From an optimization exercise on the open Yosys and OpenROAD flow, aimed at small area, a short achievable clock period and few clock cycles per item; shortcuts taken in it are not production practice.
Where RTL was checked, it was by simulation tests only, not by an equivalence proof against the original.
Only the layout flow was run in run 4; the RTL was not checked for function there.

[design/flow/design.v]
module sha512_core (
    input  wire         clk,
    input  wire         rst,           
    input  wire         init,          
    input  wire         sel384,        
    input  wire         in_valid,
    input  wire [63:0]  in_data,
    output wire         in_ready,
    output wire         digest_valid,
    output wire [511:0] digest
);
    reg         started;      
    reg         var384;       
    reg         busy;         
    reg         rep;          
    reg         slow;         
    reg  [6:0]  j;            
    reg  [4:0]  k;            
    reg  [3:0]  ph;           
    reg         fin;          
    reg         rdy;          
    reg         dv;           
    reg         init_q;       
    reg         sel_q;        
    reg  [63:0] h0, h1, h2, h3, h4, h5, h6, h7;    
    reg  [63:0] a, b, c, d, e, f, g, h;            
    reg  [63:0] hkw;                               
    reg  [63:0] w [0:15];                          
    reg  [63:0] k_t;
    always @(*) begin
        case (j)
        7'd1: k_t = 64'h428a2f98d728ae22;
        7'd2: k_t = 64'h7137449123ef65cd;
        7'd3: k_t = 64'hb5c0fbcfec4d3b2f;
        7'd4: k_t = 64'he9b5dba58189dbbc;
        7'd5: k_t = 64'h3956c25bf348b538;
        7'd6: k_t = 64'h59f111f1b605d019;
        7'd7: k_t = 64'h923f82a4af194f9b;
        7'd8: k_t = 64'hab1c5ed5da6d8118;
        7'd9: k_t = 64'hd807aa98a3030242;
        7'd10: k_t = 64'h12835b0145706fbe;
        7'd11: k_t = 64'h243185be4ee4b28c;
        7'd12: k_t = 64'h550c7dc3d5ffb4e2;
        7'd13: k_t = 64'h72be5d74f27b896f;
        7'd14: k_t = 64'h80deb1fe3b1696b1;
        7'd15: k_t = 64'h9bdc06a725c71235;
        7'd16: k_t = 64'hc19bf174cf692694;
        7'd17: k_t = 64'he49b69c19ef14ad2;
        7'd18: k_t = 64'hefbe4786384f25e3;
        7'd19: k_t = 64'h0fc19dc68b8cd5b5;
        7'd20: k_t = 64'h240ca1cc77ac9c65;
        7'd21: k_t = 64'h2de92c6f592b0275;
        7'd22: k_t = 64'h4a7484aa6ea6e483;
        7'd23: k_t = 64'h5cb0a9dcbd41fbd4;
        7'd24: k_t = 64'h76f988da831153b5;
        7'd25: k_t = 64'h983e5152ee66dfab;
        7'd26: k_t = 64'ha831c66d2db43210;
        7'd27: k_t = 64'hb00327c898fb213f;
        7'd28: k_t = 64'hbf597fc7beef0ee4;
        7'd29: k_t = 64'hc6e00bf33da88fc2;
        7'd30: k_t = 64'hd5a79147930aa725;
        7'd31: k_t = 64'h06ca6351e003826f;
        7'd32: k_t = 64'h142929670a0e6e70;
        7'd33: k_t = 64'h27b70a8546d22ffc;
        7'd34: k_t = 64'h2e1b21385c26c926;
        7'd35: k_t = 64'h4d2c6dfc5ac42aed;
        7'd36: k_t = 64'h53380d139d95b3df;
        7'd37: k_t = 64'h650a73548baf63de;
        7'd38: k_t = 64'h766a0abb3c77b2a8;
        7'd39: k_t = 64'h81c2c92e47edaee6;
        7'd40: k_t = 64'h92722c851482353b;
        7'd41: k_t = 64'ha2bfe8a14cf10364;
        7'd42: k_t = 64'ha81a664bbc423001;
        7'd43: k_t = 64'hc24b8b70d0f89791;
        7'd44: k_t = 64'hc76c51a30654be30;
        7'd45: k_t = 64'hd192e819d6ef5218;
        7'd46: k_t = 64'hd69906245565a910;
        7'd47: k_t = 64'hf40e35855771202a;
        7'd48: k_t = 64'h106aa07032bbd1b8;
        7'd49: k_t = 64'h19a4c116b8d2d0c8;
        7'd50: k_t = 64'h1e376c085141ab53;
        7'd51: k_t = 64'h2748774cdf8eeb99;
        7'd52: k_t = 64'h34b0bcb5e19b48a8;
        7'd53: k_t = 64'h391c0cb3c5c95a63;
        7'd54: k_t = 64'h4ed8aa4ae3418acb;
        7'd55: k_t = 64'h5b9cca4f7763e373;
        7'd56: k_t = 64'h682e6ff3d6b2b8a3;
        7'd57: k_t = 64'h748f82ee5defb2fc;
        7'd58: k_t = 64'h78a5636f43172f60;
        7'd59: k_t = 64'h84c87814a1f0ab72;
        7'd60: k_t = 64'h8cc702081a6439ec;
        7'd61: k_t = 64'h90befffa23631e28;
        7'd62: k_t = 64'ha4506cebde82bde9;
        7'd63: k_t = 64'hbef9a3f7b2c67915;
        7'd64: k_t = 64'hc67178f2e372532b;
        7'd65: k_t = 64'hca273eceea26619c;
        7'd66: k_t = 64'hd186b8c721c0c207;
        7'd67: k_t = 64'heada7dd6cde0eb1e;
        7'd68: k_t = 64'hf57d4f7fee6ed178;
        7'd69: k_t = 64'h06f067aa72176fba;
        7'd70: k_t = 64'h0a637dc5a2c898a6;
        7'd71: k_t = 64'h113f9804bef90dae;
        7'd72: k_t = 64'h1b710b35131c471b;
        7'd73: k_t = 64'h28db77f523047d84;
        7'd74: k_t = 64'h32caab7b40c72493;
        7'd75: k_t = 64'h3c9ebe0a15c9bebc;
        7'd76: k_t = 64'h431d67c49c100d4c;
        7'd77: k_t = 64'h4cc5d4becb3e42b6;
        7'd78: k_t = 64'h597f299cfc657e2a;
        7'd79: k_t = 64'h5fcb6fab3ad6faec;
        7'd80: k_t = 64'h6c44198c4a475817;
        default: k_t = 64'h0;
        endcase
    end
    function [63:0] csa_s(input [63:0] x, input [63:0] y, input [63:0] z);
        csa_s = x ^ y ^ z;
    endfunction
    function [63:0] csa_c(input [63:0] x, input [63:0] y, input [63:0] z);
        csa_c = {(x[62:0] & y[62:0]) | (x[62:0] & z[62:0]) | (y[62:0] & z[62:0]), 1'b0};
    endfunction
    function [63:0] bk_add(input [63:0] x, input [63:0] y);
        reg [63:0] gg, pp, p0;
        integer dd, ii;
        begin
            gg = x & y;
            pp = x ^ y;
            p0 = pp;
            for (dd = 1; dd < 64; dd = dd * 2)
                for (ii = 2 * dd - 1; ii < 64; ii = ii + 2 * dd) begin
                    gg[ii] = gg[ii] | (pp[ii] & gg[ii - dd]);
                    pp[ii] = pp[ii] & pp[ii - dd];
                end
            for (dd = 16; dd >= 1; dd = dd / 2)
                for (ii = 3 * dd - 1; ii < 64; ii = ii + 2 * dd) begin
                    gg[ii] = gg[ii] | (pp[ii] & gg[ii - dd]);
                    pp[ii] = pp[ii] & pp[ii - dd];
                end
            bk_add = p0 ^ {gg[62:0], 1'b0};
        end
    endfunction
    wire [63:0] bs1 = {e[13:0], e[63:14]} ^ {e[17:0], e[63:18]} ^ {e[40:0], e[63:41]};
    wire [63:0] bs0 = {a[27:0], a[63:28]} ^ {a[33:0], a[63:34]} ^ {a[38:0], a[63:39]};
    wire [63:0] ch  = (e & f) ^ (~e & g);
    wire [63:0] maj = (a & b) | (a & c) | (b & c);
    wire [63:0] t1s = csa_s(hkw, bs1, ch);
    wire [63:0] t1c = csa_c(hkw, bs1, ch);
    wire [63:0] as1 = csa_s(t1s, t1c, bs0);
    wire [63:0] ac1 = csa_c(t1s, t1c, bs0);
    wire [63:0] as2 = csa_s(as1, ac1, maj);
    wire [63:0] ac2 = csa_c(as1, ac1, maj);
    wire [63:0] a_rnd = as2 + ac2;
    wire [63:0] es1 = csa_s(t1s, t1c, d);
    wire [63:0] ec1 = csa_c(t1s, t1c, d);
    wire [63:0] e_rnd = es1 + ec1;
    wire [63:0] w1  = w[1];
    wire [63:0] w14 = w[14];
    wire [63:0] ss0 = {w1[0], w1[63:1]} ^ {w1[7:0], w1[63:8]} ^ {7'b0, w1[63:7]};
    wire [63:0] ss1 = {w14[18:0], w14[63:19]} ^ {w14[60:0], w14[63:61]} ^ {6'b0, w14[63:6]};
    wire [63:0] ws1 = csa_s(ss1, w[9], ss0);
    wire [63:0] wc1 = csa_c(ss1, w[9], ss0);
    wire [63:0] ws2 = csa_s(ws1, wc1, w[0]);
    wire [63:0] wc2 = csa_c(ws1, wc1, w[0]);
    wire [63:0] w_new = bk_add(ws2, wc2);
    wire accept = in_valid & rdy;
    wire idle   = ~busy & ~slow;
    wire fast   = busy & ~rep;
    reg  ld;      
    reg  u3;      
    reg  u2;      
    reg  u1;      
    reg  sc;      
    wire j_load = ld;
    wire j_last = u1;
    wire sched  = sc;
    reg         busy_n, rep_n, slow_n, fin_n;
    reg  [6:0]  j_n;
    reg  [4:0]  k_n;
    reg  [3:0]  ph_n;
    always @(*) begin
        busy_n = busy;
        rep_n  = rep;
        slow_n = slow;
        j_n    = j + 7'd1;
        k_n    = k;
        ph_n   = ph + 4'd1;
        fin_n  = j_last;
        if (idle) begin
            if (accept) begin
                busy_n = 1'b1;
                rep_n  = 1'b0;
                j_n    = 7'd1;
            end
        end else if (slow) begin
            if (accept) begin
                k_n = k + 5'd1;
                if (k == 5'd15) begin
                    slow_n = 1'b0;
                    busy_n = 1'b1;
                    rep_n  = 1'b1;
                    j_n    = 7'd0;
                end
            end
        end else begin
            if (fast && j <= 7'd15 && !in_valid) begin
                busy_n = 1'b0;
                slow_n = 1'b1;
                k_n    = {1'b0, j[3:0]};
                ph_n   = j[3:0] + 4'd1;
            end else if (j_last) begin
                if (accept) begin
                    rep_n = 1'b0;
                    j_n   = 7'd1;
                end else begin
                    busy_n = 1'b0;
                end
            end
        end
    end
    wire upd3 = u3;
    wire upd2 = u2;
    wire upd1 = u1;
    wire upd0 = fin;
    wire [63:0] hsa = ({64{upd3}} & h3) | ({64{upd2}} & h2) | ({64{upd1}} & h1) | ({64{~(upd3 | upd2 | upd1)}} & h0);
    wire [63:0] hse = ({64{upd3}} & h7) | ({64{upd2}} & h6) | ({64{upd1}} & h5) | ({64{~(upd3 | upd2 | upd1)}} & h4);
    wire [63:0] suma = bk_add(hsa, a);
    wire [63:0] sume = bk_add(hse, e);
    wire [63:0] hsel = j_load ? h7 : g;
    wire [63:0] slot_in = accept ? in_data : (sched ? w_new : w[0]);
    integer i;
    always @(posedge clk) begin
        for (i = 0; i < 15; i = i + 1)
            w[i] <= w[i + 1];
        w[15] <= slot_in;
        hkw <= bk_add(csa_s(hsel, k_t, w[15]), csa_c(hsel, k_t, w[15]));
        if (j_load) begin
            a <= fin ? suma : h0;
            b <= h1;
            c <= h2;
            d <= h3;
            e <= fin ? sume : h4;
            f <= h5;
            g <= h6;
            h <= h7;
        end else begin
            a <= a_rnd;
            b <= a;
            c <= b;
            d <= c;
            e <= e_rnd;
            f <= e;
            g <= f;
            h <= g;
        end
        if (init_q) begin
            if (sel_q) begin
                h0 <= 64'hcbbb9d5dc1059ed8;
                h1 <= 64'h629a292a367cd507;
                h2 <= 64'h9159015a3070dd17;
                h3 <= 64'h152fecd8f70e5939;
                h4 <= 64'h67332667ffc00b31;
                h5 <= 64'h8eb44a8768581511;
                h6 <= 64'hdb0c2e0d64f98fa7;
                h7 <= 64'h47b5481dbefa4fa4;
            end else begin
                h0 <= 64'h6a09e667f3bcc908;
                h1 <= 64'hbb67ae8584caa73b;
                h2 <= 64'h3c6ef372fe94f82b;
                h3 <= 64'ha54ff53a5f1d36f1;
                h4 <= 64'h510e527fade682d1;
                h5 <= 64'h9b05688c2b3e6c1f;
                h6 <= 64'h1f83d9abfb41bd6b;
                h7 <= 64'h5be0cd19137e2179;
            end
        end else begin
            if (upd0) begin h0 <= suma; h4 <= sume; end
            if (upd1) begin h1 <= suma; h5 <= sume; end
            if (upd2) begin h2 <= suma; h6 <= sume; end
            if (upd3) begin h3 <= suma; h7 <= sume; end
        end
        init_q <= init & ~rst;
        sel_q  <= sel384;
        if (rst) begin
            started <= 1'b0;
            busy    <= 1'b0;
            rep     <= 1'b0;
            slow    <= 1'b0;
            fin     <= 1'b0;
            rdy     <= 1'b0;
            dv      <= 1'b0;
            j       <= 7'd0;
            k       <= 5'd0;
            ph      <= 4'd0;
            ld      <= 1'b0;
            u3      <= 1'b0;
            u2      <= 1'b0;
            u1      <= 1'b0;
            sc      <= 1'b0;
        end else if (init) begin
            started <= 1'b1;
            var384  <= sel384;
            busy    <= 1'b0;
            rep     <= 1'b0;
            slow    <= 1'b0;
            fin     <= 1'b0;
            rdy     <= 1'b1;
            dv      <= 1'b0;
            j       <= 7'd0;
            k       <= 5'd0;
            ph      <= 4'd0;
            ld      <= 1'b0;
            u3      <= 1'b0;
            u2      <= 1'b0;
            u1      <= 1'b0;
            sc      <= 1'b0;
        end else begin
            ld   <= busy_n & (j_n == 7'd1);
            u3   <= busy & (j == 7'd78);
            u2   <= u3;
            u1   <= u2;
            sc   <= busy_n & (j_n >= 7'd16) & (j_n <= 7'd79);
            busy <= busy_n;
            rep  <= rep_n;
            slow <= slow_n;
            fin  <= fin_n;
            j    <= j_n;
            k    <= k_n;
            ph   <= ph_n;
            rdy  <= started & ((~busy_n & ~slow_n) |
                               (busy_n & ~rep_n & (j_n <= 7'd15)) |
                               (busy_n & (j_n == 7'd81)) |
                               (slow_n & (ph_n == k_n[3:0])));
            dv   <= started & ~busy_n & ~slow_n & ~fin_n;
        end
    end
    assign in_ready     = rdy;
    assign digest_valid = dv;
    assign digest = {h0, h1, h2, h3, h4, h5,
                     var384 ? 128'd0 : {h6, h7}};
endmodule
[design/flow/run.sh]
#!/bin/bash
# synth_recipe.tcl (not shown) runs the flow's synth.tcl, then flattens the netlist and writes it again
# the make line also repeats each setting of config.mk as NAME=value (left out here)
make -C /OpenROAD-flow-scripts/flow DESIGN_CONFIG=/design/flow/config.mk WORK_HOME=/design/flow/orfs CLKGATE_MAP_FILE= SYNTH_SCRIPT=/design/flow/synth_recipe.tcl finish
[design/flow/config.mk]
export PLATFORM = sky130hd
export DESIGN_NAME = sha512_core
export DESIGN_NICKNAME = sha512_core
export VERILOG_FILES = /design/flow/design.v
export SDC_FILE = /design/flow/constraint.sdc
export NUM_CORES = 4
export LEC_CHECK = 0
export CAP_MARGIN = 20
export CORE_MARGIN = 2
export CORE_UTILIZATION = 40
export SETUP_SLACK_MARGIN = 5
export SLEW_MARGIN = 20
export SYNTH_MEMORY_MAX_BITS = 16384
[design/flow/constraint.sdc]
create_clock -name core_clock -period 12.0 [get_ports {clk}]
set_input_delay 2.4000 -clock core_clock [delete_from_list [all_inputs] [get_ports {clk}]]
set_output_delay 2.4000 -clock core_clock [all_outputs]
set_load 0.01 [all_outputs]
==> flow_metrics.env, run 1 <==
export IMPL_viasPerCell=5.74
export IMPL_finalWorstSetupSlack_ps=5080
export IMPL_cts_tree="done"
export IMPL_slew_viol_final=0
export IMPL_cts_hold_buffers=0
export IMPL_gr_total_overflow=0
export IMPL_syn_cell_area_um2=101000
export IMPL_ys_flop_type="dfxtp_1"
export IMPL_final_cells=13300
export IMPL_yosys_cell_count_top_type="dfxtp_1"
export IMPL_cp_start_kind="flip-flop"
export IMPL_preCtsSetupSlack_ps=4180
export IMPL_yosys_area_share_simple_pct=8.79
export IMPL_insertion_delay_ps=950
export IMPL_synthCells=9362
export IMPL_fmax_mhz=145
export IMPL_synth_yosys_warnings=2
export IMPL_num_fill_cells=23000
export IMPL_die_area_um2=256000
export IMPL_setup_violations_final=0
export IMPL_grt_usage_pct=33.3
export IMPL_regToRegStartpoint="u2"
export IMPL_grt_pass1_vias=75900
export IMPL_synth_top_area_cell="dfxtp_1"
export IMPL_io_buffers=582
export IMPL_cp_end_kind="flip-flop"
export IMPL_synth_edf_count=385
export IMPL_worst_path_buf_inv=3
export IMPL_grt_max_degree=140
export IMPL_gp_congestion=1.01
export IMPL_die_x_um=506
export IMPL_dp_cells=12900
export IMPL_synth_fa_ha_area_share_pct=16.9
export IMPL_async_flop_share_pct=0
export IMPL_critPathArrivalTime_ps=7670
export IMPL_fin_crit_sh_pct=57.7
export IMPL_antenna_found_initial=43
export IMPL_fp_dieH_um=506
export IMPL_path_class="flip-flop to flip-flop"
export IMPL_drv_cap=0
export IMPL_num_nets_final=10800
export IMPL_cts_max_path_buffers=3
export IMPL_synth_compound_area_share_pct=12.1
export IMPL_synth_area_mux_share_pct=5.29
export IMPL_netlist_area_leader_share_pct=35.0
export IMPL_slew_headroom_pct=14.2
export IMPL_area_growth_pct=17.3
export IMPL_finalHoldViolCount=0
export IMPL_cts_buffers=221
export IMPL_clock_sinks=2143
export IMPL_pin_count=583
export IMPL_route_detailed_drc=0
export IMPL_hold_path_class="flip-flop to flip-flop"
export IMPL_cp_startpoint="u2"
export IMPL_htree_levels=4
export IMPL_grt_pass1_wl_um=597000
export IMPL_via_count=76600
export IMPL_synthTopCellsByArea="dfxtp_1 (35%), edfxtp_1 (11%), fa_1 (11%)"
export IMPL_cts_root_buf="clkbuf_16"
export IMPL_synth_xor_area_share_pct=6.72
export IMPL_cp_common_cell="nand2_1"
export IMPL_first_pass_iters=9
export IMPL_worst_pin_slew_ps=1280
export IMPL_drive_above_1_share_pct=9.91
export IMPL_placed_area_um2=110000
export IMPL_drt_wirelength_per_cell_um=32.6
export IMPL_synth_top_family_by_area="adder cells"
export IMPL_tns_ps=0
export IMPL_drt_iter0_drc=9176
export IMPL_ys_seq_elements=2143
export IMPL_final_cell_area_um2=118000
export IMPL_cpPeakStageDelay_ps=650
export IMPL_crit_slowest_cell="buf_4"
export IMPL_holdCritStartpoint="w[10][42]"
export IMPL_start_util_pct=40.1
export IMPL_cp_max_fo=46
export IMPL_core_um2=251000
export IMPL_synthTopCellsByCount="dfxtp_1 (1,758), nand2_1 (870), xnor2_1 (603)"
export IMPL_synthDistinctLibCells=91
export IMPL_wl_um=436000
export IMPL_run_status="complete, no violations"
export IMPL_num_rows=184
export IMPL_path_cells="buf_4, buf_4, a222oi_1, nand2_1, ha_1, nand4_1, nor2_1, o311ai_4, a2111oi_4, o2111ai_1, nand2_1, nand2b_1, o21a_1, o21ai_2, inv_2, o21ai_2, a41oi_1, a211o_1, fa_1, nand2_1, o21ai_0, nand2_1, o21ai_0, a2111oi_2"
export IMPL_postRouteAntennaNets=0
export IMPL_ys_seq_area_share_pct=46.5
export IMPL_final_min_clock_period_ps=6920
export IMPL_rsz0062_at_grt="true"
export IMPL_synthesis_nets=10400
export IMPL_syn_avg_cell_area_um2=10.7
export IMPL_cpLargestDelayFamily="compound AO/OA/AOI/OAI gates"
export IMPL_dpl_hpwl_um=338000
export IMPL_path_clk_slew_ps=60
export IMPL_worst_clock_skew_ps=102
export IMPL_cp_required_ps=12750
[through the flow]
stage	utilization [%]	hold WS, ps
floorplan	-	310
global placement	43.8	310
detailed placement	43.8	312
CTS	47.0	256
global route	47.1	269
finish	47.1	266
[timing repair]
action                                  4_1_cts  5_1_grt
setup buffers                                 0        3
endpoints found under the setup margin       52       16
gates resized for setup                       6       14
pin swaps                                     1        1
[worst paths after layout]
| check | slack [ps] | to | cells past startpoint |
|---|---|---|---|
| setup reg to reg | 5080 | e[62] | 24 |
| setup / recovery | 5080 | e[62] | 24 |
| hold reg to reg | 270 | w[9][42] | 0 |
| hold / removal | 270 | w[9][42] | 0 |
[layout make-up]
type | count | area [um2] | share of cell area, %
Sequential cell | 2143 | 46800 | 39.6
Clock inverter | 135 | 1810 | 1.54
Timing Repair Buffer | 726 | 6970 | 5.91
Antenna cell | 17 | 42.5 | 0.0360
Inverter | 465 | 1750 | 1.49
Clock buffer | 287 | 6200 | 5.26
Tap cell | 3348 | 4190 | 3.55
Multi-Input combinational cell | 6225 | 50300 | 42.6
[per-layer routing]
| metal | up-vias | part of all wire, % | GRT usage, % |
|---|---|---|---|
| met4 | 14 | 5.5 | 16.4 |
| met5 | - | 0.023 | 0 |
| met3 | 757 | 8.8 | 6.60 |
| met2 | 3987 | 43 | 49.9 |
| li1 | 33000 | - | - |
| met1 | 38800 | 42 | 45.6 |
[worst register-to-register path, cell delays in order, from the launching register on]
cell       delay (ps)
dfxtp_4           560
buf_4             500
buf_4             660
a222oi_1          300
nand2_1           120
ha_1              210
nand4_1           200
nor2_1            240
o311ai_4          200
a2111oi_4         620
o2111ai_1         340
nand2_1           190
nand2b_1          100
o21a_1            240
o21ai_2           230
inv_2              80
o21ai_2           170
a41oi_1           200
a211o_1           330
fa_1              510
nand2_1           100
o21ai_0           140
nand2_1           120
o21ai_0           120
a2111oi_2         340
[logic make-up after synthesis]
group                    after synthesis
AO/OA/AOI/OAI                       1923
XOR/XNOR                             772
adder cells (fa/ha/maj)             1029
buffers and inverters                994
flip-flops                          2143
multiplexers                         489
AND/OR/NAND/NOR                     2012
[registers in the layout, indices dropped and copies added (netlist names), 4 cells and up]
| signal | flops |
|---|---|
| w | 1024 |
| a | 64 |
| b | 64 |
| c | 64 |
| d | 64 |
| e | 64 |
| f | 64 |
| g | 64 |
| h0 | 64 |
| h1 | 64 |
| h2 | 64 |
| h3 | 64 |
| h4 | 64 |
| h5 | 64 |
| h6 | 64 |
| h7 | 64 |
| hkw | 64 |
| k_t | 64 |
| j | 7 |
| k | 5 |
| ph | 4 |
[layout by cell type (no fill, tap or decap), drive strengths merged, types with 145 or more instances in the layout]
cell type,n
xor2,169
o21ai,583
nor2b,171
clkdlybuf4s50,582
nor2,571
edfxtp,385
a21oi,548
ha,397
inv,471
a21o,184
nand2,871
xnor2,603
fa,568
clkbuf,288
mux2,344
mux2i,145
dfxtp,1758
Testbench counts, summed over its fixed seeds: cycles 90,678, blocks 1,110.
==> run 2: changes to the inputs <==
--- a/design/flow/config.mk
+++ b/design/flow/config.mk
@@ -8,6 +8,5 @@
 export CAP_MARGIN = 20
 export CORE_MARGIN = 2
 export CORE_UTILIZATION = 40
-export SETUP_SLACK_MARGIN = 5
 export SLEW_MARGIN = 20
 export SYNTH_MEMORY_MAX_BITS = 16384
==> flow_metrics.env, run 2 <==
export IMPL_die_x_um=506
export IMPL_core_um2=251000
export IMPL_grt_usage_pct=33.3
export IMPL_num_fill_cells=23000
export IMPL_synthesis_nets=10400
export IMPL_io_buffers=582
export IMPL_slew_viol_final=0
export IMPL_clock_sinks=2143
export IMPL_setup_violations_final=0
export IMPL_synthCells=9362
export IMPL_largest_reg_flops=1024
export IMPL_layout_commonest_cell="dfxtp_1"
export IMPL_path_cells="nor3_2, buf_4, nand2_1, nand2_1, ha_1, inv_1, fa_1, nor2b_1, o31a_1, o21a_1, o31ai_1, a21oi_1, o21ai_0, a211oi_1, a21oi_1, o21ai_0, a31oi_1, o21a_1, fa_1, xor2_1, a21oi_1, or3_1, nand2_1"
export IMPL_final_util_pct=47.0
export IMPL_via_count=76300
export IMPL_start_util_pct=40.1
export IMPL_ys_flop_type="dfxtp_1"
export IMPL_synth_edf_count=385
export IMPL_netlist_area_leader_share_pct=35.0
export IMPL_viasPerCell=5.72
export IMPL_run_status="complete, no violations"
export IMPL_critPathArrivalTime_ps=8900
export IMPL_num_rows=184
export IMPL_synth_top_area_cell="dfxtp_1"
export IMPL_slew_headroom_pct=10.3
export IMPL_async_flop_share_pct=0
export IMPL_drt_iter0_drc=9277
export IMPL_cts_tree="done"
export IMPL_fmax_mhz=122
export IMPL_grt_pass1_wl_um=597000
export IMPL_antenna_found_initial=41
export IMPL_rsz0062_at_grt="false"
export IMPL_hold_path_class="flip-flop to flip-flop"
export IMPL_path_class="flip-flop to flip-flop"
export IMPL_synthTopCellsByArea="dfxtp_1 (35%), edfxtp_1 (11%), fa_1 (11%)"
export IMPL_route_detailed_drc=0
export IMPL_grt_max_degree=140
export IMPL_cpPeakStageDelay_ps=840
export IMPL_ys_seq_elements=2143
export IMPL_synth_yosys_warnings=2
export IMPL_syn_cell_area_um2=101000
export IMPL_pin_count=583
export IMPL_drv_cap=0
export IMPL_path_clk_slew_ps=70
export IMPL_dpl_hpwl_um=338000
export IMPL_ys_seq_area_share_pct=46.5
export IMPL_seqCellArea_um2=46800
export IMPL_synthDistinctLibCells=91
export IMPL_regMostFlops="w"
export IMPL_syn_avg_cell_area_um2=10.7
export IMPL_preCtsSetupSlack_ps=4180
export IMPL_synthTopCellsByCount="dfxtp_1 (1,758), nand2_1 (870), xnor2_1 (603)"
export IMPL_finalHoldViolCount=0
export IMPL_yosys_cell_count_top_type="dfxtp_1"
export IMPL_insertion_delay_ps=950
export IMPL_ctsResizeCount=0
export IMPL_htree_levels=4
export IMPL_layout_common_cells="dfxtp_1 (1,751), nand2_1 (864), xnor2_1 (603), clkdlybuf4s50_1 (582), o21ai_0 (569)"
export IMPL_cts_buffers=221
export IMPL_cts_root_buf="clkbuf_16"
export IMPL_final_min_clock_period_ps=8190
export IMPL_worst_pin_slew_ps=1330
export IMPL_grt_pass1_vias=75800
export IMPL_num_nets_final=10800
export IMPL_fin_crit_sh_pct=68.3
export IMPL_cp_required_ps=12710
export IMPL_crit_slowest_cell="a211oi_1"
export IMPL_cp_start_kind="flip-flop"
export IMPL_worst_clock_skew_ps=106
export IMPL_cts_max_path_buffers=3
export IMPL_tns_ps=0
export IMPL_post_cts_setup_buffer_count=0
export IMPL_gp_congestion=1.01
export IMPL_cp_max_fo=68
export IMPL_drt_wirelength_per_cell_um=32.6
export IMPL_fp_dieH_um=506
export IMPL_area_growth_pct=17.2
export IMPL_cp_end_kind="flip-flop"
export IMPL_hold_ws_ps=265
export IMPL_finalWorstSetupSlack_ps=3810
export IMPL_first_pass_iters=9
export IMPL_drive_above_1_share_pct=9.78
export IMPL_gr_total_overflow=0
export IMPL_postRouteAntennaNets=0
export IMPL_die_area_um2=256000
export IMPL_wl_um=435000
export IMPL_cts_hold_buffers=0
export IMPL_multiInputGateArea_um2=50200
==> run 2: layer usage <==
metal  vias to the layer above  global-route usage [%]  wire (um)
met5                         -                       0         71
met4                        10                    16.4      24100
met3                       740                    6.58      38400
met2                      3961                    49.9     189000
met1                     38600                    45.6     184000
li1                      33000                       -          -
==> run 2: critical path: cells and delay by family, from the launching register on <==
kind                     cells  cell delay, ps
AO/OA/AOI/OAI               11            3710
buffers and inverters        2             870
flip-flops                   1             470
adder cells (fa/ha/maj)      3             970
AND/OR/NAND/NOR              6            1660
XOR/XNOR                     1             210
==> run 2: through the flow <==
step / std cells / area, um2
2_1_floorplan: 9362 / 101000
3_3_place_gp: 12900 / 110000
3_5_place_dp: 12900 / 110000
4_1_cts: 13300 / 118000
5_1_grt: 13300 / 118000
6_report: 13300 / 118000
==> run 2: logic make-up (layout without fill, tap and decap cells) <==
kind of cell / after synthesis / in the layout / share of synthesized area [%]
other: 0 / 18 / 0
buffers and inverters: 994 / 1610 / 3.75
and+or+nand+nor: 2012 / 2012 / 8.79
AOI/OAI and AO/OA: 1923 / 1923 / 12.1
adders and majority gates: 1029 / 1029 / 16.9
DFF: 2143 / 2143 / 46.5
xor gates and xnor gates: 772 / 772 / 6.72
muxes: 489 / 489 / 5.29
==> run 2: final cells by class <==
type / count / share of cell area [%]
timing repair buffer: 723 / 5.86
clock inverter: 135 / 1.54
sequential: 2143 / 39.7
inverter: 465 / 1.48
multi-input combinational: 6225 / 42.6
tap: 3348 / 3.55
clock buffer: 287 / 5.26
antenna: 18 / 0.0382
==> run 2: path summary, 6_finish.rpt <==
check | end | startpoint | cells after the start | slack (ps)
worst max-delay path | h3[63] | u3 | 23 | 3810
worst min-delay path | w[9][42] | w[10][42] | 0 | 260
worst max register to register | h3[63] | u3 | 23 | 3810
worst min register to register | w[9][42] | w[10][42] | 0 | 260
==> run 3: changes to the inputs <==
--- a/design/flow/design.v
+++ b/design/flow/design.v
@@ -169,6 +169,7 @@
     reg  u2;      
     reg  u1;      
     reg  sc;      
+    reg  u0;      
     wire j_load = ld;
     wire j_last = u1;
     wire sched  = sc;
@@ -220,8 +221,8 @@
     wire upd2 = u2;
     wire upd1 = u1;
     wire upd0 = fin;
-    wire [63:0] hsa = ({64{upd3}} & h3) | ({64{upd2}} & h2) | ({64{upd1}} & h1) | ({64{~(upd3 | upd2 | upd1)}} & h0);
-    wire [63:0] hse = ({64{upd3}} & h7) | ({64{upd2}} & h6) | ({64{upd1}} & h5) | ({64{~(upd3 | upd2 | upd1)}} & h4);
+    wire [63:0] hsa = ({64{upd3}} & h3) | ({64{upd2}} & h2) | ({64{upd1}} & h1) | ({64{u0}} & h0);
+    wire [63:0] hse = ({64{upd3}} & h7) | ({64{upd2}} & h6) | ({64{upd1}} & h5) | ({64{u0}} & h4);
     wire [63:0] suma = bk_add(hsa, a);
     wire [63:0] sume = bk_add(hse, e);
     wire [63:0] hsel = j_load ? h7 : g;
@@ -295,6 +296,7 @@
             u2      <= 1'b0;
             u1      <= 1'b0;
             sc      <= 1'b0;
+            u0      <= 1'b1;
         end else if (init) begin
             started <= 1'b1;
             var384  <= sel384;
@@ -312,7 +314,9 @@
             u2      <= 1'b0;
             u1      <= 1'b0;
             sc      <= 1'b0;
+            u0      <= 1'b1;
         end else begin
+            u0   <= ~(busy & (j == 7'd78)) & ~u3 & ~u2;
             ld   <= busy_n & (j_n == 7'd1);
             u3   <= busy & (j == 7'd78);
             u2   <= u3;
==> design/flow/flow/run.sh (new file) <==
#!/bin/bash
set -euo pipefail
bash standard.sh synth > synth_make.log 2>&1
SETUP_SLACK_MARGIN=7 bash standard.sh finish > layout_make.log 2>&1
==> design/flow/standard.sh (new file) <==
#!/bin/bash
# synth_recipe.tcl (not shown) runs the flow's synth.tcl, then flattens the netlist and writes it again
# the make line also repeats each setting of config.mk as NAME=value (left out here)
make -C /OpenROAD-flow-scripts/flow DESIGN_CONFIG=/design/flow/config.mk WORK_HOME=/design/flow/orfs CLKGATE_MAP_FILE= SYNTH_SCRIPT=/design/flow/synth_recipe.tcl "${@:-finish}"
--- a/design/flow/config.mk
+++ b/design/flow/config.mk
@@ -5,6 +5,7 @@
 export SDC_FILE = /design/flow/constraint.sdc
 export NUM_CORES = 4
 export LEC_CHECK = 0
+export ABC_AREA = 1
 export CAP_MARGIN = 20
 export CORE_MARGIN = 2
 export CORE_UTILIZATION = 40
removed: design/flow/run.sh
==> flow_metrics.env, run 3 <==
export IMPL_run_status="complete, no violations"
export IMPL_cts_max_path_buffers=4
export IMPL_fin_crit_sh_pct=41.7
export IMPL_ys_seq_elements=2144
export IMPL_critPathArrivalTime_ps=5780
export IMPL_rrSetupSlack_ps=7000
export IMPL_hold_depth=0
export IMPL_postRouteAntennaNets=0
export IMPL_dpl_hpwl_um=415000
export IMPL_worst_pin_slew_ps=1370
export IMPL_synth_top_area_cell="dfxtp_1"
export IMPL_path_class="flip-flop to flip-flop"
export IMPL_r2r_end="a[50]"
export IMPL_ys_flop_type="dfxtp_1"
export IMPL_gr_total_overflow=0
export IMPL_grt_usage_pct=38.4
export IMPL_worst_clock_skew_ps=112
export IMPL_wl_met1_um=197000
export IMPL_insertion_delay_ps=970
export IMPL_cp_required_ps=12780
export IMPL_die_x_um=514
export IMPL_synth_yosys_warnings=2
export IMPL_slew_headroom_pct=8.54
export IMPL_dr_wl_met2_um=236000
export IMPL_maxUsedRoutingLayer="met5"
export IMPL_regToRegStartpoint="e[53]"
export IMPL_grt_pass1_wl_um=699000
export IMPL_setup_violations_final=0
export IMPL_hold_path_endpoint="w[10][15]"
export IMPL_core_um2=259000
export IMPL_start_util_pct=40.2
export IMPL_synthCells=11700
export IMPL_cts_buffers=227
export IMPL_cp_start_kind="flip-flop"
export IMPL_antenna_found_initial=28
export IMPL_route_detailed_drc=0
export IMPL_drv_cap=0
export IMPL_io_buffers=582
export IMPL_grt_pass1_vias=85400
export IMPL_finalHoldViolCount=0
export IMPL_hold_path_class="flip-flop to flip-flop"
export IMPL_holdCritStartpoint="w[11][15]"
export IMPL_gp_congestion=1.10
export IMPL_htree_levels=4
export IMPL_path_clk_slew_ps=60
export IMPL_synthesis_nets=12800
export IMPL_cts_hold_buffers=0
export IMPL_synthDistinctLibCells=57
export IMPL_area_growth_pct=20.5
export IMPL_ys_seq_area_share_pct=44.9
export IMPL_cp_max_fo=7
export IMPL_drt_iter0_drc=8834
export IMPL_viasPerCell=5.45
export IMPL_fmax_mhz=200
export IMPL_reg2reg_depth=17
export IMPL_pin_count=583
export IMPL_largest_reg_flops=1024
export IMPL_syn_cell_area_um2=104000
export IMPL_die_area_um2=264000
export IMPL_drt_wirelength_per_cell_um=32.9
export IMPL_fp_dieH_um=514
export IMPL_netlist_area_leader_share_pct=33.8
export IMPL_cts_tree="done"
export IMPL_regMostFlops="w"
export IMPL_drive_above_1_share_pct=10.3
export IMPL_num_rows=187
export IMPL_tns_ps=0
export IMPL_num_fill_cells=24400
export IMPL_final_min_clock_period_ps=5000
export IMPL_cts_root_buf="clkbuf_16"
export IMPL_slew_viol_final=0
export IMPL_syn_avg_cell_area_um2=8.88
export IMPL_synth_edf_count=385
export IMPL_dr_wl_met3_um=36500
export IMPL_yosys_cell_count_top_type="nand2_1"
export IMPL_wl_um=522000
export IMPL_rsz0062_at_grt="true"
export IMPL_first_pass_iters=6
export IMPL_synthTopCellsByCount="nand2_1 (2,552), dfxtp_1 (1,759), inv_1 (1,347)"
export IMPL_grt_max_degree=149
export IMPL_async_flop_share_pct=0
export IMPL_cp_end_kind="flip-flop"
export IMPL_synthTopCellsByArea="dfxtp_1 (34%), edfxtp_1 (11%), fa_1 (11%)"
export IMPL_num_nets_final=13300
export IMPL_layout_common_cells="nand2_1 (2,474), dfxtp_1 (1,614), inv_1 (1,312), o21ai_0 (900), nor2_1 (788)"
export IMPL_layout_commonest_cell="nand2_1"
export IMPL_via_count=86500
export IMPL_clock_sinks=2144
## run 3: what timing repair did
item                                    in CTS  in global routing
endpoints found under the setup margin     600                204
gates resized for setup                    645                298
hold endpoints to repair                     0                  0
buffers inserted                            49                 38
pin swaps                                   43                 46
cloned                                       7                  8
## run 3: worst max-delay path by stage
stage	start	endpoint	cells after the start
6_report	e[53]	a[50]	17
5_1_grt	w[14][30]	w[15][63]	29
2_1_floorplan	in_valid	k_t[46]	12
4_1_cts	ld	hkw[63]	22
3_5_place_dp	in_valid	k_t[61]	16
3_3_place_gp	in_valid	k_t[49]	15
## run 3: worst max-delay path, cell delays in order, from the launching register on
cell and delay (ps):
dfxtp_1 300, buf_4 200, xnor2_2 220, xor2_2 340
fa_1 510, inv_2 190, fa_1 480, fa_1 450
ha_1 390, nand2_1 190, nor2_1 350, nand2_1 170
o21ai_2 580, nand3_1 210, nand3_1 120, nand2_1 60
nand3_1 70, nand2_1 60
## run 3: through the flow
step / hold WS (ps) / std cells / instance area [um2] / utilization, % / setup slack (ps)
6_report: 305 / 15900 / 125000 / 48.4 / 7000
5_1_grt: 305 / 15800 / 125000 / 48.4 / 6860
4_1_cts: 302 / 15800 / 124000 / 47.8 / 6820
3_5_place_dp: 312 / 15300 / 113000 / 43.7 / 4700
3_3_place_gp: 309 / 15300 / 113000 / 43.6 / 4700
2_1_floorplan: 310 / 11700 / 104000 / - / 7370
## run 3: cell families (layout without fill, tap and decap cells)
group	after synthesis	in the layout	synth area share (%)
adder cells (fa/ha/maj)	1026	1026	16.3
AND/OR/NAND/NOR	4206	4207	16.5
multiplexers	20	20	0.192
other	0	24	0
buffers and inverters	1876	2569	6.91
AO/OA/AOI/OAI	1791	1791	9.62
XOR/XNOR	668	668	5.62
flip-flops	2144	2144	44.9
## run 3: area by class of cell
type / count / area [um2] / area share (%)
tap: 3402 / 4260 / 3.39
clock buffer: 305 / 6470 / 5.16
timing repair inverter: 3 / 28.8 / 0.0229
sequential: 2144 / 47100 / 37.5
timing repair buffer: 788 / 8080 / 6.44
clock inverter: 115 / 1330 / 1.06
antenna: 24 / 60.1 / 0.0479
inverter: 1358 / 5200 / 4.15
multi-input combinational: 7712 / 52900 / 42.2
## run 3: metal layers
metal / vias to the layer above / track usage (%)
li1: 38700 / -
met1: 42600 / 46.1
met2: 4169 / 61.3
met3: 1046 / 5.91
met4: 4 / 30.8
met5: - / 0
Testbench counts of run 3, summed over its fixed seeds: cycles 90,678, blocks 1,110.
==> run 4: changes to the inputs <==
--- a/design/flow/design.v
+++ b/design/flow/design.v
@@ -20,8 +20,6 @@
     reg         fin;          
     reg         rdy;          
     reg         dv;           
-    reg         init_q;       
-    reg         sel_q;        
     reg  [63:0] h0, h1, h2, h3, h4, h5, h6, h7;    
     reg  [63:0] a, b, c, d, e, f, g, h;            
     reg  [63:0] hkw;                               
@@ -118,26 +116,6 @@
     function [63:0] csa_c(input [63:0] x, input [63:0] y, input [63:0] z);
         csa_c = {(x[62:0] & y[62:0]) | (x[62:0] & z[62:0]) | (y[62:0] & z[62:0]), 1'b0};
     endfunction
-    function [63:0] bk_add(input [63:0] x, input [63:0] y);
-        reg [63:0] gg, pp, p0;
-        integer dd, ii;
-        begin
-            gg = x & y;
-            pp = x ^ y;
-            p0 = pp;
-            for (dd = 1; dd < 64; dd = dd * 2)
-                for (ii = 2 * dd - 1; ii < 64; ii = ii + 2 * dd) begin
-                    gg[ii] = gg[ii] | (pp[ii] & gg[ii - dd]);
-                    pp[ii] = pp[ii] & pp[ii - dd];
-                end
-            for (dd = 16; dd >= 1; dd = dd / 2)
-                for (ii = 3 * dd - 1; ii < 64; ii = ii + 2 * dd) begin
-                    gg[ii] = gg[ii] | (pp[ii] & gg[ii - dd]);
-                    pp[ii] = pp[ii] & pp[ii - dd];
-                end
-            bk_add = p0 ^ {gg[62:0], 1'b0};
-        end
-    endfunction
     wire [63:0] bs1 = {e[13:0], e[63:14]} ^ {e[17:0], e[63:18]} ^ {e[40:0], e[63:41]};
     wire [63:0] bs0 = {a[27:0], a[63:28]} ^ {a[33:0], a[63:34]} ^ {a[38:0], a[63:39]};
     wire [63:0] ch  = (e & f) ^ (~e & g);
@@ -160,19 +138,13 @@
     wire [63:0] wc1 = csa_c(ss1, w[9], ss0);
     wire [63:0] ws2 = csa_s(ws1, wc1, w[0]);
     wire [63:0] wc2 = csa_c(ws1, wc1, w[0]);
-    wire [63:0] w_new = bk_add(ws2, wc2);
+    wire [63:0] w_new = ws2 + wc2;
     wire accept = in_valid & rdy;
     wire idle   = ~busy & ~slow;
     wire fast   = busy & ~rep;
-    reg  ld;      
-    reg  u3;      
-    reg  u2;      
-    reg  u1;      
-    reg  sc;      
-    reg  u0;      
-    wire j_load = ld;
-    wire j_last = u1;
-    wire sched  = sc;
+    wire j_load = busy & (j == 7'd1);          
+    wire j_last = busy & (j == 7'd81);         
+    wire sched  = busy & (j >= 7'd16);
     reg         busy_n, rep_n, slow_n, fin_n;
     reg  [6:0]  j_n;
     reg  [4:0]  k_n;
@@ -217,22 +189,21 @@
             end
         end
     end
-    wire upd3 = u3;
-    wire upd2 = u2;
-    wire upd1 = u1;
+    wire upd3 = busy & (j == 7'd79);
+    wire upd2 = busy & (j == 7'd80);
+    wire upd1 = j_last;
     wire upd0 = fin;
-    wire [63:0] hsa = ({64{upd3}} & h3) | ({64{upd2}} & h2) | ({64{upd1}} & h1) | ({64{u0}} & h0);
-    wire [63:0] hse = ({64{upd3}} & h7) | ({64{upd2}} & h6) | ({64{upd1}} & h5) | ({64{u0}} & h4);
-    wire [63:0] suma = bk_add(hsa, a);
-    wire [63:0] sume = bk_add(hse, e);
-    wire [63:0] hsel = j_load ? h7 : g;
+    wire [63:0] hsa = upd3 ? h3 : upd2 ? h2 : upd1 ? h1 : h0;
+    wire [63:0] hse = upd3 ? h7 : upd2 ? h6 : upd1 ? h5 : h4;
+    wire [63:0] suma = hsa + a;
+    wire [63:0] sume = hse + e;
     wire [63:0] slot_in = accept ? in_data : (sched ? w_new : w[0]);
     integer i;
     always @(posedge clk) begin
         for (i = 0; i < 15; i = i + 1)
             w[i] <= w[i + 1];
         w[15] <= slot_in;
-        hkw <= bk_add(csa_s(hsel, k_t, w[15]), csa_c(hsel, k_t, w[15]));
+        hkw <= (j_load ? h7 : g) + k_t + w[15];
         if (j_load) begin
             a <= fin ? suma : h0;
             b <= h1;
@@ -252,8 +223,8 @@
             g <= f;
             h <= g;
         end
-        if (init_q) begin
-            if (sel_q) begin
+        if (!rst && init) begin
+            if (sel384) begin
                 h0 <= 64'hcbbb9d5dc1059ed8;
                 h1 <= 64'h629a292a367cd507;
                 h2 <= 64'h9159015a3070dd17;
@@ -278,8 +249,6 @@
             if (upd2) begin h2 <= suma; h6 <= sume; end
             if (upd3) begin h3 <= suma; h7 <= sume; end
         end
-        init_q <= init & ~rst;
-        sel_q  <= sel384;
         if (rst) begin
             started <= 1'b0;
             busy    <= 1'b0;
@@ -291,12 +260,6 @@
             j       <= 7'd0;
             k       <= 5'd0;
             ph      <= 4'd0;
-            ld      <= 1'b0;
-            u3      <= 1'b0;
-            u2      <= 1'b0;
-            u1      <= 1'b0;
-            sc      <= 1'b0;
-            u0      <= 1'b1;
         end else if (init) begin
             started <= 1'b1;
             var384  <= sel384;
@@ -305,23 +268,11 @@
             slow    <= 1'b0;
             fin     <= 1'b0;
             rdy     <= 1'b1;
-            dv      <= 1'b0;
+            dv      <= 1'b1;
             j       <= 7'd0;
             k       <= 5'd0;
             ph      <= 4'd0;
-            ld      <= 1'b0;
-            u3      <= 1'b0;
-            u2      <= 1'b0;
-            u1      <= 1'b0;
-            sc      <= 1'b0;
-            u0      <= 1'b1;
         end else begin
-            u0   <= ~(busy & (j == 7'd78)) & ~u3 & ~u2;
-            ld   <= busy_n & (j_n == 7'd1);
-            u3   <= busy & (j == 7'd78);
-            u2   <= u3;
-            u1   <= u2;
-            sc   <= busy_n & (j_n >= 7'd16) & (j_n <= 7'd79);
             busy <= busy_n;
             rep  <= rep_n;
             slow <= slow_n;
==> design/flow/run.sh (new file) <==
#!/bin/bash
# synth_recipe.tcl (not shown) runs the flow's synth.tcl, then flattens the netlist and writes it again
# the make line also repeats each setting of config.mk as NAME=value (left out here)
make -C /OpenROAD-flow-scripts/flow DESIGN_CONFIG=/design/flow/config.mk WORK_HOME=/design/flow/orfs CLKGATE_MAP_FILE= SYNTH_SCRIPT=/design/flow/synth_recipe.tcl finish
--- a/design/flow/config.mk
+++ b/design/flow/config.mk
@@ -5,7 +5,6 @@
 export SDC_FILE = /design/flow/constraint.sdc
 export NUM_CORES = 4
 export LEC_CHECK = 0
-export ABC_AREA = 1
 export CAP_MARGIN = 20
 export CORE_MARGIN = 2
 export CORE_UTILIZATION = 40
removed: design/flow/flow/run.sh
removed: design/flow/standard.sh
==> flow_metrics.env, run 4 <==
export IMPL_cp_required_ps=12590
export IMPL_ys_flop_type="dfxtp_1"
export IMPL_layout_common_cells="nand2_1 (1,875), dfxtp_1 (1,750), inv_1 (899), a21oi_1 (824), o21ai_0 (778)"
export IMPL_cts_root_buf="clkbuf_16"
export IMPL_cp_start_kind="flip-flop"
export IMPL_regMostFlops="w"
export IMPL_cp_end_kind="flip-flop"
export IMPL_yosys_cell_count_top_type="nand2_1"
export IMPL_synth_top_area_cell="dfxtp_1"
export IMPL_io_buffers=582
export IMPL_synth_yosys_warnings=2
export IMPL_num_nets_final=13000
export IMPL_cp_max_fo=16
export IMPL_cts_tree="done"
export IMPL_fin_crit_sh_pct=64.0
export IMPL_final_min_clock_period_ps=7680
export IMPL_htree_levels=4
export IMPL_netlist_area_leader_share_pct=32.4
export IMPL_die_x_um=524
export IMPL_hold_path_class="flip-flop to flip-flop"
export IMPL_first_pass_iters=6
export IMPL_seqCellArea_um2=46600
export IMPL_run_status="complete, no violations"
export IMPL_fmax_mhz=130
export IMPL_ys_seq_area_share_pct=43.1
export IMPL_multiInputGateArea_um2=55800
export IMPL_synthesis_nets=12700
export IMPL_async_flop_share_pct=0
export IMPL_crit_slowest_cell="nor3_1"
export IMPL_synthTopCellsByCount="nand2_1 (1,885), dfxtp_1 (1,751), inv_1 (903)"
export IMPL_path_class="flip-flop to flip-flop"
export IMPL_path_cells="inv_1, nor3_1, nand3_4, buf_4, buf_4, mux2i_1, nand2_1, o21ai_0, o21ai_0, ha_1, nand2_1, o21ai_0, a221oi_1, nor3_1, o21ai_0, buf_4, nand2_1, a21boi_1, o21ai_1, a31oi_1, xor2_1, nand2_1"
export IMPL_ys_seq_elements=2136
export IMPL_grt_pass1_vias=87600
export IMPL_finalWorstSetupSlack_ps=4320
export IMPL_fp_dieH_um=524
export IMPL_die_area_um2=275000
export IMPL_cts_buffers=231
export IMPL_dpl_hpwl_um=397000
export IMPL_cpPeakStageDelay_ps=890
export IMPL_drt_wirelength_per_cell_um=32.2
export IMPL_synth_edf_count=385
export IMPL_worst_pin_slew_ps=1190
export IMPL_wl_um=508000
export IMPL_drv_cap=0
export IMPL_syn_avg_cell_area_um2=9.17
export IMPL_pin_count=583
export IMPL_post_cts_setup_buffer_count=0
export IMPL_antenna_found_initial=26
export IMPL_final_util_pct=46.6
export IMPL_dp_cells=15400
export IMPL_drive_above_1_share_pct=5.80
export IMPL_via_count=89900
export IMPL_cts_max_path_buffers=4
export IMPL_gp_congestion=1.06
export IMPL_worst_clock_skew_ps=93.5
export IMPL_preCtsSetupSlack_ps=4270
export IMPL_insertion_delay_ps=950
export IMPL_clock_sinks=2136
export IMPL_slew_viol_final=0
export IMPL_critPathArrivalTime_ps=8260
export IMPL_largest_reg_flops=1024
export IMPL_viasPerCell=5.69
export IMPL_synthDistinctLibCells=91
export IMPL_finalHoldViolCount=0
export IMPL_grt_usage_pct=36.1
export IMPL_grt_max_degree=157
export IMPL_final_cells=15800
export IMPL_synthCells=11800
export IMPL_num_rows=190
export IMPL_path_clk_slew_ps=70
export IMPL_postRouteAntennaNets=0
export IMPL_rsz0062_at_grt="false"
export IMPL_synthTopCellsByArea="dfxtp_1 (32%), edfxtp_1 (11%), fa_1 (8.3%)"
export IMPL_grt_pass1_wl_um=697000
export IMPL_area_growth_pct=15.6
export IMPL_setup_violations_final=0
export IMPL_ctsResizeCount=0
export IMPL_route_detailed_drc=0
export IMPL_slew_headroom_pct=20.7
export IMPL_num_fill_cells=25600
export IMPL_tns_ps=0
export IMPL_start_util_pct=40.3
export IMPL_syn_cell_area_um2=108000
export IMPL_drt_iter0_drc=9032
export IMPL_cts_hold_buffers=0
export IMPL_core_um2=269000
export IMPL_gr_total_overflow=0
export IMPL_layout_commonest_cell="nand2_1"
[run 4: changes by cell type in the layout (fill, tap and decap cells not counted), moves of 168 or more]
cell / delta
a21o_1: +183
a21oi_1: +480
inv_1: -413
mux2i_1: +243
nand2_1: -599
nand3_1: -399
nor2b_1: +168
xnor2_1: +355
[run 4: path summary, 6_finish.rpt]
path | startpoint | end | slack [ps] | cells past startpoint
hold reg to reg | w[12][29] | w[11][29] | 270 | 0
hold / removal | w[12][29] | w[11][29] | 270 | 0
setup reg to reg | busy | h6[59] | 4320 | 22
setup / recovery | busy | h6[59] | 4320 | 22
[run 4: metrics by stage]
| step | hold WS (ps) | area, um2 |
|---|---|---|
| CTS | 273 | 125000 |
| finish | 266 | 125000 |
| global route | 280 | 125000 |
| detailed placement | 312 | 117000 |
| global placement | 310 | 117000 |
| floorplan | 310 | 108000 |
[run 4: area by class of cell]
cell class / instances / share of cell area (%)
Antenna cell: 10 / 0.0200
Clock buffer: 299 / 5.15
Clock inverter: 129 / 1.12
Inverter: 906 / 2.73
Multi-Input combinational cell: 8055 / 44.6
Sequential cell: 2136 / 37.3
Tap cell: 3552 / 3.55
Timing Repair Buffer: 724 / 5.59
[run 4: per-layer routing]
metal | routed length, um | vias to the layer above | global-route usage (%)
met5 | 161 | - | 0
met4 | 40800 | 26 | 24.0
met3 | 36100 | 1050 | 5.67
met2 | 228000 | 4380 | 57.3
met1 | 204000 | 44400 | 45.7
li1 | - | 40100 | -
[run 4: cell families (layout without fill, tap and decap cells)]
| kind of cell | count (synthesis) | in the layout | synth area share [%] |
|---|---|---|---|
| buffers and inverters | 1606 | 2058 | 5.58 |
| flip-flops | 2136 | 2136 | 43.1 |
| multiplexers | 325 | 325 | 3.08 |
| adder cells (fa/ha/maj) | 908 | 908 | 13.5 |
| AND/OR/NAND/NOR | 3407 | 3407 | 13.6 |
| XOR/XNOR | 864 | 864 | 6.99 |
| other | 0 | 10 | 0 |
| AO/OA/AOI/OAI | 2551 | 2551 | 14.2 |
[run 4: worst max-delay path, delay by kind of cell, from the launching register on]
kind,cells,cell delay (ps)
adders and majority gates,1,460
buffers and inverters,4,1120
and+or+nand+nor,7,2210
DFF,1,510
muxes,1,190
xor gates and xnor gates,1,310
AOI/OAI and AO/OA,8,2500

==> separate check: timing with driven ports <==
Ports are ideal in the flow. The routed layouts listed here were re-timed in OpenROAD. Step 1 (the two cells are an assumption about what drives the block):
set clk [get_ports {clk}]
set_driving_cell -lib_cell sky130_fd_sc_hd__clkbuf_16 $clk
set_driving_cell -lib_cell sky130_fd_sc_hd__buf_2 [delete_from_list [all_inputs] $clk]
Step 2 adds t to the input delays and takes it off the output delays; t is the mean of the earliest and latest rising clock arrival at the registers after step 1. Input paths then give back, and output paths get back, about the clock's delay inside the block. a / b / c = ideal ports / drivers / drivers and shift; a / b = the first two.
run	shift t [ns]	slack for setup (ns)	latest minus earliest clock arrival (ns)	slew at the worst register clock pin (ns)
run 1	0.994	5.080 / 5.080 / 4.223	0.109 / 0.109	0.07 / 0.07
run 2	0.993	3.805 / 3.805 / 3.805	0.115 / 0.116	0.07 / 0.07
run 3	1.032	7.001 / 6.891 / 6.179	0.113 / 0.112	0.07 / 0.07
run 4	1.002	4.324 / 4.324 / 4.003	0.093 / 0.093	0.07 / 0.07
After both steps setup and hold are still met in every run listed. For run 1, which loses most, drivers alone change the setup slack by 0.000 ns; drivers and shift together by -0.857 ns.
